From an optimization exercise on the open Yosys and OpenROAD flow, aimed at a short achievable clock period; shortcuts taken in it are not production practice. At most, simulation tests tie the RTL to the original design; equivalence was not proved. Power figures rest on the tool's default switching activity, not on a simulated workload.

## the reference run
==> module sport_frame_decoder, before the edit <==
module sport_frame_decoder (
    input  wire        clk,
    input  wire        rst,         
    input  wire        in_valid,
    input  wire [7:0]  in_data,
    output wire        frame_valid,
    output wire [71:0] frame_data,
    output wire        evt_valid,
    output wire [3:0]  evt_kind,
    output wire [31:0] evt_value
);
    localparam [7:0] START     = 8'h7E;
    localparam [7:0] ESC       = 8'h7D;
    localparam [7:0] ESC_XOR   = 8'h20;
    localparam [7:0] DEVICE_ID = 8'h1B;
    localparam [7:0] FRAME_TYPE= 8'h10;
    reg       s_idle, s_pay, s_esc;
    reg [3:0] cur;
    reg       p8, e8;
    reg [63:0] fb;
    reg       acc_q;
    reg [3:0] kind_q;
    wire step   = in_valid && !rst;
    wire is_esc = (in_data == ESC);
    wire wr     = step && (s_esc || (s_pay && !is_esc));
    wire [7:0] wdata = s_esc ? (in_data ^ ESC_XOR) : in_data;
    wire [3:0] cur_next = cur + 4'd1;
    always @(posedge clk) begin
        if (rst) begin
            s_idle <= 1'b1;
            s_pay  <= 1'b0;
            s_esc  <= 1'b0;
            cur    <= 4'd0;
            p8     <= 1'b0;
            e8     <= 1'b0;
        end else if (in_valid) begin
            if (s_idle) begin
                if (in_data == START) begin
                    s_idle <= 1'b0;
                    s_pay  <= 1'b1;
                    cur    <= 4'd0;
                end
            end else if (s_pay) begin
                if (is_esc) begin
                    s_pay <= 1'b0;
                    s_esc <= 1'b1;
                    e8    <= p8;
                    p8    <= 1'b0;
                end else begin
                    cur    <= cur_next;
                    s_idle <= p8;
                    s_pay  <= !p8;
                    p8     <= (cur == 4'd7);
                    e8     <= 1'b0;
                end
            end else if (s_esc) begin
                cur    <= cur_next;
                s_idle <= e8;
                s_esc  <= 1'b0;
                s_pay  <= !e8;
                p8     <= (cur == 4'd7);
                e8     <= 1'b0;
            end
        end
    end
    integer k;
    always @(posedge clk) begin
        for (k = 0; k < 8; k = k + 1)
            if (wr && cur == k)
                fb[8*k +: 8] <= wdata;
    end
    wire [7:0]  device_id    = fb[7:0];
    wire [7:0]  frame_type   = fb[15:8];
    wire [15:0] data_type_id = fb[31:16];
    reg       known;
    reg [3:0] kind;
    always @(*) begin
        known = 1'b1;
        kind  = 4'd0;
        case (data_type_id)
            16'h0600: kind = 4'd0;    
            16'h0800: kind = 4'd1;    
            16'h0210: kind = 4'd2;    
            16'h0910: kind = 4'd3;    
            16'h0200: kind = 4'd4;    
            16'h0840: kind = 4'd5;    
            16'hF101: kind = 4'd6;    
            16'h0400: kind = 4'd7;    
            16'h0410: kind = 4'd8;    
            16'h0100: kind = 4'd9;    
            16'h0820: kind = 4'd10;   
            16'h0420: kind = 4'd11;   
            16'h0830: kind = 4'd12;   
            16'h0430: kind = 4'd13;   
            16'h0440: kind = 4'd14;   
            16'h0110: kind = 4'd15;   
            default:  known = 1'b0;
        endcase
    end
    always @(posedge clk) begin
        acc_q  <= (device_id == DEVICE_ID) && (frame_type == FRAME_TYPE) && known;
        kind_q <= kind;
    end
    localparam integer NA = 102;      
    localparam integer G  = 12;        
    localparam integer ND = (NA + G - 1) / G;
    wire        ep8 = e8 | p8;
    wire [3:0]  kv  = acc_q ? kind_q : 4'd0;
    wire [31:0] vv  = acc_q ? fb[63:32] : 32'd0;
    wire [NA-1:0] src = {vv, kv, acc_q, fb, 1'b1};
    wire [NA-1:0] zn  = ~(ep8 ? src : {NA{1'b0}});
    wire [NA-1:0] a_out;
    wire [ND-1:0] cn;
    genvar g, j;
    generate
        for (g = 0; g < ND; g = g + 1) begin : dec
            sfd_dec u_dec (
                .v(in_valid), .r(rst), .d(in_data), .e8(e8), .cn(cn[g])
            );
        end
        for (j = 0; j < NA; j = j + 1) begin : bitg
            sfd_nor u_bit (.a(cn[j / G]), .b(zn[j]), .y(a_out[j]));
        end
    endgenerate
    wire       ln;
    wire [7:0] dn;
    sfd_decl u_ldec (
        .v(in_valid), .r(rst), .d(in_data), .e8(e8), .ep8(ep8), .cn(ln)
    );
    generate
        for (j = 0; j < 8; j = j + 1) begin : lastg
            if (j == 5) begin : fl
                sfd_xnor u_x (.a(in_data[j]), .b(e8), .y(dn[j]));
            end else begin : pl
                sfd_inv u_i (.a(in_data[j]), .y(dn[j]));
            end
            sfd_nor u_bit (.a(ln), .b(dn[j]), .y(frame_data[64 + j]));
        end
    endgenerate
    assign frame_valid       = a_out[0];
    assign frame_data[63:0]  = a_out[64:1];
    assign evt_valid         = a_out[65];
    assign evt_kind          = a_out[69:66];
    assign evt_value         = a_out[101:70];
endmodule
Settings: LEC_CHECK=0, CAP_MARGIN=20, CORE_MARGIN=2, CORE_UTILIZATION=45, SETUP_SLACK_MARGIN=3.2, SLEW_MARGIN=20, SYNTH_HIERARCHICAL=1; clock period 6.0 ns.
run.sh (not shown) runs the stock make flow with config.mk's settings and CLKGATE_MAP_FILE= SYNTH_SCRIPT=/design/flow/synth_recipe.tcl, a recipe that flattens the netlist after the stock synthesis.
--- input diff the reference run..the trial run ---
diff --git a/flow/design.v b/flow/design.v
--- a/flow/design.v
+++ b/flow/design.v
@@ -103,5 +103,5 @@
     end
     localparam integer NA = 102;      
-    localparam integer G  = 12;        
+    localparam integer G  = 4;        
     localparam integer ND = (NA + G - 1) / G;
     wire        ep8 = e8 | p8;
==> notes.md <==
Number of nets produced by synthesis up 17% in the trial run wrt the reference run
Summary of the comparison: largest clock skew in the final design is lower in the trial run, relative to the reference run.
Compared with the reference run, first-pass GRT wire length in the trial run increased by more than a quarter.
Diff the reference run -> the trial run: overall die area shows an increase of 16%; post-route standard cell area excluding fillers shows an increase of 2100 um^2.
Per the comparison of the trial run with the reference run, total wire length after detailed routing increased by 74% relative to the old numbers; global router's overall resource usage picked up an extra 5.7 points; clock share of power increased 7.9 points.
No functional check of the RTL was part of any run of this note.


== run A ==
The RTL this note starts from:
==> flow/design.v <==
module sport_frame_decoder (
    input  wire        clk,
    input  wire        rst,         
    input  wire        in_valid,
    input  wire [7:0]  in_data,
    output wire        frame_valid,
    output wire [71:0] frame_data,
    output wire        evt_valid,
    output wire [3:0]  evt_kind,
    output wire [31:0] evt_value
);
    localparam [7:0] START     = 8'h7E;
    localparam [7:0] ESC       = 8'h7D;
    localparam [7:0] ESC_XOR   = 8'h20;
    localparam [7:0] DEVICE_ID = 8'h1B;
    localparam [7:0] FRAME_TYPE= 8'h10;
    reg       s_idle, s_pay, s_esc;
    reg [3:0] cur;
    reg       p8, e8;
    reg [63:0] fb;
    reg       acc_q;
    reg [3:0] kind_q;
    wire step   = in_valid && !rst;
    wire is_esc = (in_data == ESC);
    wire wr     = step && (s_esc || (s_pay && !is_esc));
    wire [7:0] wdata = s_esc ? (in_data ^ ESC_XOR) : in_data;
    wire [3:0] cur_next = cur + 4'd1;
    always @(posedge clk) begin
        if (rst) begin
            s_idle <= 1'b1;
            s_pay  <= 1'b0;
            s_esc  <= 1'b0;
            cur    <= 4'd0;
            p8     <= 1'b0;
            e8     <= 1'b0;
        end else if (in_valid) begin
            if (s_idle) begin
                if (in_data == START) begin
                    s_idle <= 1'b0;
                    s_pay  <= 1'b1;
                    cur    <= 4'd0;
                end
            end else if (s_pay) begin
                if (is_esc) begin
                    s_pay <= 1'b0;
                    s_esc <= 1'b1;
                    e8    <= p8;
                    p8    <= 1'b0;
                end else begin
                    cur    <= cur_next;
                    s_idle <= p8;
                    s_pay  <= !p8;
                    p8     <= (cur == 4'd7);
                    e8     <= 1'b0;
                end
            end else if (s_esc) begin
                cur    <= cur_next;
                s_idle <= e8;
                s_esc  <= 1'b0;
                s_pay  <= !e8;
                p8     <= (cur == 4'd7);
                e8     <= 1'b0;
            end
        end
    end
    always @(posedge clk) begin
        if (wr)
            fb <= {wdata, fb[63:8]};
    end
    wire [7:0]  device_id    = fb[15:8];
    wire [7:0]  frame_type   = fb[23:16];
    wire [15:0] data_type_id = fb[39:24];
    reg       known;
    reg [3:0] kind;
    always @(*) begin
        known = 1'b1;
        kind  = 4'd0;
        case (data_type_id)
            16'h0600: kind = 4'd0;    
            16'h0800: kind = 4'd1;    
            16'h0210: kind = 4'd2;    
            16'h0910: kind = 4'd3;    
            16'h0200: kind = 4'd4;    
            16'h0840: kind = 4'd5;    
            16'hF101: kind = 4'd6;    
            16'h0400: kind = 4'd7;    
            16'h0410: kind = 4'd8;    
            16'h0100: kind = 4'd9;    
            16'h0820: kind = 4'd10;   
            16'h0420: kind = 4'd11;   
            16'h0830: kind = 4'd12;   
            16'h0430: kind = 4'd13;   
            16'h0440: kind = 4'd14;   
            16'h0110: kind = 4'd15;   
            default:  known = 1'b0;
        endcase
    end
    always @(posedge clk) begin
        if (wr && cur == 4'd7) begin
            acc_q  <= (device_id == DEVICE_ID) && (frame_type == FRAME_TYPE) && known;
            kind_q <= kind;
        end
    end
    localparam integer NA = 102;      
    localparam integer G  = 8;        
    localparam integer ND = (NA + G - 1) / G;
    wire        ep8 = e8 | p8;
    wire        e8n = ~e8;
    wire [3:0]  kv  = acc_q ? kind_q : 4'd0;
    wire [31:0] vv  = acc_q ? fb[63:32] : 32'd0;
    wire [NA-1:0] src = {vv, kv, acc_q, fb, 1'b1};
    wire [NA-1:0] zn  = ~(ep8 ? src : {NA{1'b0}});
    wire [NA-1:0] a_out;
    wire [ND-1:0] cn;
    genvar g, j;
    generate
        for (g = 0; g < ND; g = g + 1) begin : dec
            sfd_dec u_dec (
                .v(in_valid), .r(rst), .d(in_data), .e8n(e8n), .cn(cn[g])
            );
        end
        for (j = 0; j < NA; j = j + 1) begin : bitg
            g_nor2 u_bit (.a(cn[j / G]), .b(zn[j]), .y(a_out[j]));
        end
    endgenerate
    wire       ln;
    wire [7:0] dn;
    sfd_decl u_ldec (
        .v(in_valid), .r(rst), .d(in_data), .e8n(e8n), .en(ep8), .cn(ln)
    );
    generate
        for (j = 0; j < 8; j = j + 1) begin : lastg
            if (j == 5) begin : fl
                g_xnor2 u_x (.a(in_data[j]), .b(e8), .y(dn[j]));
            end else begin : pl
                g_inv u_i (.a(in_data[j]), .y(dn[j]));
            end
            g_nor2 u_bit (.a(ln), .b(dn[j]), .y(frame_data[64 + j]));
        end
    endgenerate
    assign frame_valid       = a_out[0];
    assign frame_data[63:0]  = a_out[64:1];
    assign evt_valid         = a_out[65];
    assign evt_kind          = a_out[69:66];
    assign evt_value         = a_out[101:70];
endmodule
module sfd_dec (
    input  wire       v,
    input  wire       r,
    input  wire [7:0] d,
    input  wire       e8n,
    output wire       cn
);
    wire nlo, nhi, eqlo, eqhi, m, vr;
    g_nand4b u_lo  (.an(d[1]), .b(d[0]), .c(d[2]), .d(d[3]), .y(nlo));
    g_nand4b u_hi  (.an(d[7]), .b(d[4]), .c(d[5]), .d(d[6]), .y(nhi));
    g_inv    u_ilo (.a(nlo), .y(eqlo));
    g_inv    u_ihi (.a(nhi), .y(eqhi));
    g_nand3  u_m   (.a(eqlo), .b(eqhi), .c(e8n), .y(m));
    g_vr2    u_vr  (.v(v), .r(r), .y(vr));
    g_nand2  u_cn  (.a(vr), .b(m), .y(cn));
endmodule
module sfd_decl (
    input  wire       v,
    input  wire       r,
    input  wire [7:0] d,
    input  wire       e8n,
    input  wire       en,
    output wire       cn
);
    wire nlo, nhi, eqlo, eqhi, m, vr;
    g_nand4b u_lo  (.an(d[1]), .b(d[0]), .c(d[2]), .d(d[3]), .y(nlo));
    g_nand4b u_hi  (.an(d[7]), .b(d[4]), .c(d[5]), .d(d[6]), .y(nhi));
    g_inv    u_ilo (.a(nlo), .y(eqlo));
    g_inv    u_ihi (.a(nhi), .y(eqhi));
    g_nand3  u_m   (.a(eqlo), .b(eqhi), .c(e8n), .y(m));
    g_vr     u_vr  (.v(v), .r(r), .en(en), .y(vr));
    g_nand2  u_cn  (.a(vr), .b(m), .y(cn));
endmodule
module g_vr2 (
    input  wire v,
    input  wire r,
    output wire y
);
    assign y = v & ~r;
endmodule
module g_vr (
    input  wire v,
    input  wire r,
    input  wire en,
    output wire y
);
    assign y = v & ~r & en;
endmodule
module g_nand4b (
    input  wire an,
    input  wire b,
    input  wire c,
    input  wire d,
    output wire y
);
    assign y = ~(~an & b & c & d);
endmodule
module g_nand3 (
    input  wire a,
    input  wire b,
    input  wire c,
    output wire y
);
    assign y = ~(a & b & c);
endmodule
module g_nand2 (
    input  wire a,
    input  wire b,
    output wire y
);
    assign y = ~(a & b);
endmodule
module g_nor2 (
    input  wire a,
    input  wire b,
    output wire y
);
    assign y = ~(a | b);
endmodule
module g_inv (
    input  wire a,
    output wire y
);
    assign y = ~a;
endmodule
module g_xnor2 (
    input  wire a,
    input  wire b,
    output wire y
);
    assign y = ~(a ^ b);
endmodule
Settings: LEC_CHECK=0, CAP_MARGIN=20, CORE_AREA=2 2 142 82, DIE_AREA=0 0 144 84, SETUP_SLACK_MARGIN=3.2, SLEW_MARGIN=20, SYNTH_HIERARCHICAL=1; clock period 6.0 ns.
standard.sh (not shown) runs the stock make flow with config.mk's settings and CLKGATE_MAP_FILE= SYNTH_SCRIPT=/design/flow/synth_recipe.tcl, a recipe that flattens the netlist after the stock synthesis.
==> flow/flow/run.sh <==
#!/bin/bash
# Standard layout, with the pin placement constraints in flow/io.tcl.
set -uo pipefail
bash standard.sh IO_CONSTRAINTS="$PWD/flow/io.tcl" finish > standard.log 2>&1
Other scripts of this flow, unchanged in this note and not shown: flow/flow/io.tcl
Run A completed; timing, DRC and antenna clean
What run B does differently from run A at the input level:
--- a/flow/design.v
+++ b/flow/design.v
@@ -99,13 +99,13 @@
         if (wr && cur == 4'd7) begin
             acc_q  <= (device_id == DEVICE_ID) && (frame_type == FRAME_TYPE) && known;
             kind_q <= kind;
         end
     end
     localparam integer NA = 102;      
-    localparam integer G  = 8;        
+    localparam integer G  = 4;        
     localparam integer ND = (NA + G - 1) / G;
     wire        ep8 = e8 | p8;
     wire        e8n = ~e8;
     wire [3:0]  kv  = acc_q ? kind_q : 4'd0;
     wire [31:0] vv  = acc_q ? fb[63:32] : 32'd0;
     wire [NA-1:0] src = {vv, kv, acc_q, fb, 1'b1};
@@ -120,25 +120,28 @@
             );
         end
         for (j = 0; j < NA; j = j + 1) begin : bitg
             g_nor2 u_bit (.a(cn[j / G]), .b(zn[j]), .y(a_out[j]));
         end
     endgenerate
-    wire       ln;
+    wire [1:0] ln;
     wire [7:0] dn;
-    sfd_decl u_ldec (
-        .v(in_valid), .r(rst), .d(in_data), .e8n(e8n), .en(ep8), .cn(ln)
+    sfd_decl u_ldec0 (
+        .v(in_valid), .r(rst), .d(in_data), .e8n(e8n), .en(ep8), .cn(ln[0])
+    );
+    sfd_decl u_ldec1 (
+        .v(in_valid), .r(rst), .d(in_data), .e8n(e8n), .en(ep8), .cn(ln[1])
     );
     generate
         for (j = 0; j < 8; j = j + 1) begin : lastg
             if (j == 5) begin : fl
                 g_xnor2 u_x (.a(in_data[j]), .b(e8), .y(dn[j]));
             end else begin : pl
                 g_inv u_i (.a(in_data[j]), .y(dn[j]));
             end
-            g_nor2 u_bit (.a(ln), .b(dn[j]), .y(frame_data[64 + j]));
+            g_nor2 u_bit (.a(ln[j / 4]), .b(dn[j]), .y(frame_data[64 + j]));
         end
     endgenerate
     assign frame_valid       = a_out[0];
     assign frame_data[63:0]  = a_out[64:1];
     assign evt_valid         = a_out[65];
     assign evt_kind          = a_out[69:66];
==> comparison <==
Every stage of the flow completed for run B, and the final layout passed the timing, DRC and antenna checks. Run A has higher final critical-path required period than run B. Looking at run A and run B, the mux contribution to synthesized area is a wash. On count of cells along the worst register-to-register path: between run A and run B, it ends up lower for run A. Between run B and run A, it is run B whose antenna diode count is higher, by 2. Run A has a higher post-CTS repair timing setup buffer count than run B.

what the ideal ports hide:
How much do the figures lean on ideal ports? The routed layouts below were timed once more, with nothing changed but the port constraints. Step 1: set_driving_cell puts a clkbuf_16 on clk and a buf_2 on each other input, an assumption about the parent block. Step 2 adds t to the input delays and takes it off the output delays; t is the mean of the earliest and latest rising clock arrival at the registers after step 1. Input paths then give back, and output paths get back, about the clock's delay inside the block. Slacks: ideal / step 1 / step 2; pairs: ideal / step 1.
run	t (ns)	slack for setup (ns)	worst register clock-pin slew, ns	cell pins on the clock port's net
the reference run	0.383	2.341 / 2.205 / 2.205	0.10 / 0.10	1
the trial run	0.406	2.267 / 2.181 / 2.181	0.07 / 0.07	1
run A	0.382	2.650 / 2.499 / 2.499	0.07 / 0.07	1
run B	0.384	2.725 / 2.486 / 2.486	0.07 / 0.07	1
After both steps every run listed still meets setup and hold. The setup slack of run B, which loses most, moves by -0.239 ns with the drivers and by -0.239 ns with both steps.
